What follows belongs to an exercise in optimizing a design on an open flow for small area; a production flow would make more cautious choices. Only simulation tests tie the RTL to the original design; equivalence was not proved. No activity file was given, so power comes from the tool's default toggle rates.

==> inputs of zinc <==
==> flow/design.v (excerpt) <==
module xge (
    input  wire         clk,
    input  wire         rst,             
    input  wire         cmd_valid,
    output wire         cmd_ready,
    input  wire [95:0]  cmd,
    input  wire         tp_connected,    
    input  wire         rx_avail,        
    output wire         resp_valid,
    output reg  [31:0]  resp,
    output wire         tx_valid,
    input  wire         tx_ready,
    output wire [159:0] tx_data,         
    input  wire [31:0]  tx_status,       
    output wire         rx_req,
    input  wire         rx_ack,
    input  wire [3:0]   rx_len,          
    input  wire [63:0]  rx_data,         
    output reg          fb_valid,
    output reg  [7:0]   fb_tag
);
Settings: LEC_CHECK=0, CAP_MARGIN=20, CORE_MARGIN=2, CORE_UTILIZATION=40, CTS_BUF_LIST=sky130_fd_sc_hd__clkbuf_4, SLEW_MARGIN=20; clock period 11.0 ns.
standard.sh (not shown) runs the stock make flow with config.mk's settings and CLKGATE_MAP_FILE= SYNTH_SCRIPT=/design/flow/synth_recipe.tcl, a recipe that flattens the netlist after the stock synthesis.
==> flow/flow/run.sh <==
#!/bin/bash
# Standard layout, with plain buf_1 cells as the port buffers.
set -euo pipefail
bash standard.sh 'BUFFER_PORTS_ARGS=-buffer_cell sky130_fd_sc_hd__buf_1' finish > make_finish.log 2>&1
==> delta: changes against zinc <==
--- a/flow/design.v
+++ b/flow/design.v
@@ -13,59 +13,59 @@
     output wire [159:0] tx_data,         
     input  wire [31:0]  tx_status,       
     output wire         rx_req,
     input  wire         rx_ack,
     input  wire [3:0]   rx_len,          
     input  wire [63:0]  rx_data,         
     output reg          fb_valid,
-    output reg  [7:0]   fb_tag
+    output wire [7:0]   fb_tag
 );
     localparam [7:0] OP_SETBTN    = 8'h01, OP_SETDPAD  = 8'h02, OP_SETDPAD4 = 8'h03,
                      OP_SETTRIG   = 8'h04, OP_SETJOY   = 8'h05, OP_SETJOYD  = 8'h06,
                      OP_SETJOYX   = 8'h07, OP_SETJOYY  = 8'h08, OP_SETJOYDIG= 8'h09,
                      OP_RELALL    = 8'h0A, OP_RESET    = 8'h0B, OP_SETRANGE = 8'h0C,
                      OP_SETAUTO   = 8'h0D, OP_SETCB    = 8'h0E, OP_SEND     = 8'h0F,
                      OP_RECV      = 8'h10, OP_RDRPT    = 8'h11, OP_RDFB     = 8'h12,
                      OP_RDSTAT    = 8'h13, OP_RDRANGE  = 8'h14;
     localparam [3:0] ST_IDLE = 4'd0,  ST_INIT = 4'd1,  ST_P0  = 4'd2,  ST_CMP  = 4'd3,
                      ST_PRE  = 4'd4,  ST_LG   = 4'd5,  ST_ADJ = 4'd6,  ST_DIV  = 4'd7,
                      ST_ROT  = 4'd8,  ST_WT   = 4'd9,  ST_TX  = 4'd10, ST_RX   = 4'd11,
-                     ST_RESP = 4'd12;
+                     ST_RESP = 4'd12, ST_RXW = 4'd13;
     localparam [3:0] C_NONE = 4'd0, C_BTN  = 4'd1, C_RELALL = 4'd2, C_RESET = 4'd3,
                      C_TRIG = 4'd4, C_STKX = 4'd5, C_STKY   = 4'd6, C_STKXY = 4'd7,
                      C_STKD = 4'd8, C_RDRPT = 4'd9;
     reg  [3:0]   st;
     reg  [4:0]   ph;             
     reg  [1:0]   pc;             
     reg  [4:0]   it;             
     reg  [3:0]   cls;
     reg  [1:0]   rk;             
     reg          inv;            
     reg          ay;             
     reg  [127:0] rmn, rmx;       
-    reg  [95:0]  ch;             
-    reg  [31:0]  d0, d1;         
+    reg  [94:0]  ch;             
+    reg  [31:0]  d0;             
+    reg  [15:0]  d1;             
     reg          rd;             
-    reg          cs, cd, cr, cc; 
+    reg          c1, c2;         
     reg          sgn;            
     reg          zf;             
     reg          clox, chix, cloy, chiy;   
-    reg          vld;            
-    reg          sn;             
     reg          lb;             
     reg          qv;             
     reg          chg;            
     reg  [2:0]   player;
     reg  [7:0]   rumble_l, rumble_s;
     reg  [3:0]   ledpat;
     reg          dirty, autosend, cb_en;
-    assign tx_data    = {48'd0, ch, 8'h14, 8'h00};
+    assign tx_data    = {48'd0, ch[94:11], 1'b0, ch[10:0], 8'h14, 8'h00};
     assign tx_valid   = (st == ST_TX);
     assign rx_req     = (st == ST_RX);
     assign resp_valid = (st == ST_RESP);
+    assign fb_tag     = resp[7:0];      
     wire [7:0]  op   = cmd[31:24];
     wire [7:0]  ctrl = cmd[23:16];
     wire        p    = cmd[0];
     wire [31:0] opa  = cmd[63:32];
     wire [31:0] opb  = cmd[95:64];
     wire [4:0]  rb   = cmd[4:0];         
     wire ph0  = (ph == 5'd0);
@@ -138,42 +138,42 @@
     wire [4:0] base = c_trig ? {~sd, ~sd, 3'b000} : {~ay, 4'b0000};    
     wire fld  = c_trig ? (ph[4] && (ph[3] == sd)) : (ph[4] == ay);
     wire ffst = c_trig ? (ph[2:0] == 3'd0) : (ph[3:0] == 4'd0);
     wire flst = c_trig ? (ph[2:0] == 3'd7) : (ph[3:0] == 4'd15);
     wire clmp_x = clox | chix;
     wire clmp_y = cloy | chiy;
     wire more_y = c_xy && !ay && !clmp_y;    
-    wire csi  = ph0 ? 1'b1 : cs;
+    wire csi  = ph0 ? 1'b1 : c1;
     wire span = cmax ^ ~cmin ^ csi;
     wire cso  = (cmax & ~cmin) | (cmax & csi) | (~cmin & csi);
     wire in_p0 = (st == ST_P0);
     wire tapk  = c_trig ? (d0[8] & ~(ph[4] & ph[3])) : (d0[16] & ~ph[4]);
     wire nz    = c_trig ? (|d0[7:0]) : (|d0[15:0]);
     wire ad    = in_p0 ? vb : d0[0];
     wire bd    = in_p0 ? cmin : tapk;
-    wire cdi   = ph0 ? (in_p0 | ~nz) : cd;
+    wire cdi   = ph0 ? (in_p0 | ~nz) : c1;
     wire dif   = ad ^ ~bd ^ cdi;
     wire cdo   = (ad & ~bd) | (ad & cdi) | (~bd & cdi);
     wire sub  = ~sgn;
     wire ar   = ph0 ? lb : rd;
     wire br   = span ^ sub;
-    wire cri  = ph0 ? sub : cr;
+    wire cri  = ph0 ? sub : c2;
     wire rs   = ar ^ br ^ cri;
     wire cro  = (ar & br) | (ar & cri) | (br & cri);
     wire ac   = in_p0 ? vb : mA;
     wire bc   = in_p0 ? cmax : mB;
-    wire cci  = ph0 ? 1'b1 : cc;
+    wire cci  = ph0 ? 1'b1 : c2;
     wire cco  = (ac & ~bc) | (ac & cci) | (~bc & cci);
     wire sgc  = ac ^ ~bc ^ cco;         
     wire sgd  = vb ^ ~cmin ^ cdo;       
     wire zer  = (ph0 | zf) & ~dif;      
     wire q0   = resp[0];
     wire ins  = qv && (ph == it);       
     wire dtap = c_trig ? (sd ? d0[8] : d0[16]) : (ay ? d0[16] : d0[0]);
-    wire snc  = ffst ? 1'b0 : sn;
+    wire snc  = ffst ? 1'b0 : zf;
     wire lgb  = dtap ^ snc;
     wire       f_up = cmd[0], f_dn = cmd[1], f_lt = cmd[2], f_rt = cmd[3], f_socd = cmd[4];
     wire [3:0] dc   = {f_socd ? (f_rt & ~f_lt) : f_rt,
                        f_socd ? (f_lt & ~f_rt) : f_lt,
                        f_socd ? (f_dn & ~f_up) : f_dn,
                        f_up};
     wire top = (ph[3:0] == 4'd15);
@@ -200,15 +200,16 @@
             OP_RDFB:    pbit = (ph[4:3] == 2'd0) && fbv[ph[2:0]];
             OP_RDSTAT:  pbit = (ph[4:2] == 3'd0) && (ph[1] ? (ph[0] ? tp_connected : cb_en)
                                                           : (ph[0] ? autosend : dirty));
             OP_RDRPT:   pbit = rd_rot ? (ph[4:3] == rbm2[1:0]) : ((rb == 5'd1) && ((ph == 5'd2) || (ph == 5'd4)));
             default:    pbit = 1'b0;
         endcase
     end
-    wire cho  = ch[0];
+    wire skip11 = (pc == 2'd0) && (ph == 5'd11);    
+    wire cho  = ch[0] & ~skip11;
     wire stk  = !c_trig;
     wire sv   = (ins && (pc == 2'd0)) ? ~sgn : q0;
     wire ya   = stk && ph[4];
     wire rv   = ((ya ? cloy : clox) ? 1'b0 : ((ya ? chiy : chix) ? 1'b1 : sv))
                 ^ (stk && top) ^ (stk && inv);
     wire wx   = (cls != C_STKY);
     wire wy   = (cls != C_STKX);
@@ -226,30 +227,31 @@
         end
     end
     wire chg_n = chg | (wm & (wv ^ cho)) | (cls == C_RELALL);
     reg sin;
     always @(*) begin
         sin = q0;
         case (st)
-            ST_INIT: sin = 1'b0;
+            ST_INIT, ST_RXW: sin = 1'b0;
             ST_PRE:  sin = pbit;
+            ST_P0:   if (yop && ph[4]) sin = dif;
             ST_LG:   sin = fld ? lgb : (ins ? ~sgn : q0);
             ST_DIV:  sin = ins ? ~sgn : q0;
             ST_ROT: begin
                 if (c_clr) sin = 1'b0;
                 else if (cls == C_RDRPT) sin = (pc == it[3:2]) ? (q0 & cho) : q0;
                 else if (pc == 2'd2) sin = 1'b0;
                 else if (ins) sin = ~sgn;
             end
             default: ;
         endcase
     end
     wire rot   = (st == ST_ROT) || (st == ST_INIT);
     wire rinit = rot && c_clr;
-    wire rwr   = (st == ST_PRE) && (op == OP_SETRANGE) && vld;
+    wire rwr   = (st == ST_PRE) && (op == OP_SETRANGE) && clox;    
     wire dtmin_j = (ph >= 5'd15);
     wire dtmax_t = (ph < 5'd8);
     wire dtmax_j = (ph < 5'd15);
     reg  [3:0] nmin, nmax;
     always @(*) begin
         nmin = mins; nmax = maxs;
         if (rinit) begin
@@ -262,52 +264,49 @@
     end
     wire swap = (st == ST_LG) && c_xy && ay;
     reg  d0i;
     always @(*) begin
         case (st)
             ST_P0, ST_ADJ: d0i = dif;
             ST_DIV:        d0i = rs;
-            ST_LG:         d0i = swap ? d1[0] : d0[0];
+            ST_LG:         d0i = swap ? (ph[4] ? q0 : d1[0]) : d0[0];
             default:       d0i = d0[0];
         endcase
     end
-    wire d1ld = (in_p0 && c_xy && !ay) || swap;
+    wire yop = in_p0 && c_xy && ay;   
     wire last_pre = (st == ST_PRE) || (in_p0 && !(c_xy && ay));
     wire acc = last_pre && ph31;
     assign cmd_ready = acc;
     always @(posedge clk) begin
         rmn <= {nmin[3], rmn[127:97], nmin[2], rmn[95:65], nmin[1], rmn[63:33], nmin[0], rmn[31:1]};
         rmx <= {nmax[3], rmx[127:97], nmax[2], rmx[95:65], nmax[1], rmx[63:33], nmax[0], rmx[31:1]};
         d0  <= {d0i, d0[31:1]};
-        d1  <= {d1ld ? d0[0] : d1[0], d1[31:1]};
+        d1  <= {(yop && !ph[4]) ? dif : d1[0], d1[15:1]};
         rd  <= d0[0];
-        cs  <= cso;
-        cd  <= cdo;
-        cr  <= cro;
-        cc  <= cco;
-        fb_tag <= rx_data[7:0];
-        if (rot) ch <= {wm ? wv : cho, ch[95:1]};
+        c1  <= (st == ST_DIV) ? cso : cdo;
+        c2  <= (st == ST_DIV) ? cro : cco;
+        if (rot && !skip11) ch <= {wm ? wv : cho, ch[94:1]};
         if ((st == ST_TX) && tx_ready && (cls == C_NONE)) resp <= tx_status;
         else begin
             resp <= {sin, resp[31:1]};
-            if ((st == ST_RX) && rx_ack) resp[3:0] <= rx_len;
+            if ((st == ST_RX) && rx_ack) resp[11:0] <= {rx_len, rx_data[7:0]};
         end
     end
     always @(posedge clk) begin
         if (rst) begin
             st       <= ST_INIT;
             ph       <= 5'd0;
             pc       <= 2'd0;
             cls      <= C_NONE;
             fb_valid <= 1'b0;
         end else begin
             ph       <= ph + 5'd1;
             fb_valid <= 1'b0;
             if (in_p0) zf <= zer;
-            if (st == ST_LG) sn <= snc | dtap;
+            if (st == ST_LG) zf <= snc | dtap;
             if (st == ST_ROT && !c_clr && (cls != C_RDRPT)) chg <= chg_n;
             case (st)
             ST_IDLE: begin
                 if (cmd_valid && ph31) begin
                     cls  <= dcls;
                     rk   <= kk;
                     qv   <= 1'b0;
@@ -327,15 +326,15 @@
                         st <= ST_CMP;
                     else
                         st <= ST_PRE;
                 end
             end
             ST_CMP: begin
                 if (ph31) begin
-                    vld <= is_rng && sgc;
+                    clox <= is_rng && sgc;
                     st  <= ST_PRE;
                 end
             end
             ST_P0, ST_PRE: begin
                 if (ph31) begin
                     if (in_p0) begin
                         if (ay) begin cloy <= sgd | zer; chiy <= ~sgc; end
@@ -378,15 +377,15 @@
             end
             ST_DIV: begin
                 if (ph == it) lb <= resp[30];
                 if (ph31) begin
                     sgn <= d0[0] ^ sub ^ cro;
                     qv  <= 1'b1;
                     it  <= it - 5'd1;
-                    if ((it - 5'd1) == off) begin
+                    if (it == {off[4:1], 1'b1}) begin
                         if (more_y) begin
                             ay <= 1'b1;
                             st <= ST_LG;
                         end else
                             st <= ST_ROT;
                     end
                 end
@@ -407,17 +406,22 @@
             end
             ST_TX: begin
                 if (tx_ready) st <= ST_RESP;
             end
             ST_RX: begin
                 if (rx_ack) begin
                     fb_valid <= (rx_len >= 4'd3) && cb_en;
-                    st <= ST_RESP;
+                    it <= 5'd7;
+                    st <= ST_RXW;
                 end
             end
+            ST_RXW: begin
+                it <= it - 5'd1;
+                if (it == 5'd0) st <= ST_RESP;
+            end
             default: st <= ST_IDLE;      
             endcase
         end
     end
     wire srst = acc && (op == OP_RESET);
     always @(posedge clk) begin
         if (rst || srst) begin
==> flow/flow/run.sh (replaced) <==
#!/bin/bash
# Standard layout with three changes:
#  - synthesis maps all logic, adders included, with an area-oriented ABC script
#    (flow/area.abc) instead of mapping adders to adder cells first;
#    everything else is the standard flow's own synthesis script, so the registers are the same;
#  - the port buffers are plain buf_1 cells;
#  - constant outputs share one tie cell per value.
set -euo pipefail
W=$(pwd)
{
  head -n 1 synth_recipe.tcl
  echo 'set ::env(ADDER_MAP_FILE) ""'
  echo "proc abc {args} {"
  echo "  set i [lsearch -exact \$args -script]"
  echo "  if {\$i >= 0} { lset args [expr {\$i + 1}] {$W/flow/area.abc} }"
  echo "  yosys abc {*}\$args"
  echo "}"
  tail -n +2 synth_recipe.tcl
} > my_synth.tcl
bash standard.sh "SYNTH_SCRIPT=$W/my_synth.tcl" 'BUFFER_PORTS_ARGS=-buffer_cell sky130_fd_sc_hd__buf_1' SKIP_REPAIR_TIE_FANOUT=1 finish > make_finish.log 2>&1
==> flow/flow/area.abc (new file) <==
strash
fraig
dc2
dch -f
amap
Settings changed: CTS_BUF_LIST sky130_fd_sc_hd__clkbuf_4 to unset, CTS_CLUSTER_DIAMETER set to 100, CTS_CLUSTER_SIZE set to 24.
==> qor summary <==
VDD IR-drop max: zinc 0.184 mV; delta 0.0991 mV
Post-synthesis share of cell area spent on full adders, half adders and majority gates: zinc 2.69%; delta 0%
Synthesized-area fraction occupied by xor and xnor cells: zinc 1.60%; delta 0.0549%
Fraction of power consumed by sequential logic: zinc 54.8%; delta 61.7%
Met3 routed WL: zinc 3330 microns; delta 2630 microns
GRT Resource Usage Total: zinc 17.3%; delta 18.3%
Total number of nets in the final design: zinc 2004; delta 1847
Clock share of power: zinc 28.2%; delta 29.6%
Share of the final layout cell area in multi-input gates: zinc 25.9%; delta 22.2%
Multi-Input Combinational: zinc 773; delta 708
Num Clock Sinks: zinc 523; delta 494
Via count of the first global-routing pass: zinc 11300; delta 10700
Run status: zinc no timing/DRC/antenna violations; delta no timing/DRC/antenna violations
First-pass GRT wire length: zinc 60800 microns; delta 59500 microns
Uppermost routed layer: zinc met4; delta met5

## afterwards: timing with drivers on the ports
The flow's constraints put no driver on any port. The routed layouts listed below were extracted and timed again, unchanged, in two steps.
Step 1 assumes that a clkbuf_16 drives the clock port and a buf_2 every other input.
Step 2, shift: input delay + t, output delay - t, t = (earliest + latest rising clock arrival at the registers) / 2. This alone moves slack from input paths to output paths.
Slacks: ideal / step 1 / step 2; pairs: ideal / step 1.
| run | t, ns | slack for setup (ns) | worst register clock-pin slew, ns | worst data-port slew with drivers (ns) |
|---|---|---|---|---|
| zinc | 0.843 | 5.250 / 5.207 / 5.002 | 0.07 / 0.07 | 0.09 |
| delta | 0.621 | 4.068 / 4.100 / 3.480 | 0.10 / 0.10 | 0.07 |
After both steps setup and hold are still met in every run listed. The setup slack of delta, which loses most, moves by +0.032 ns with the drivers and by -0.588 ns with both steps.
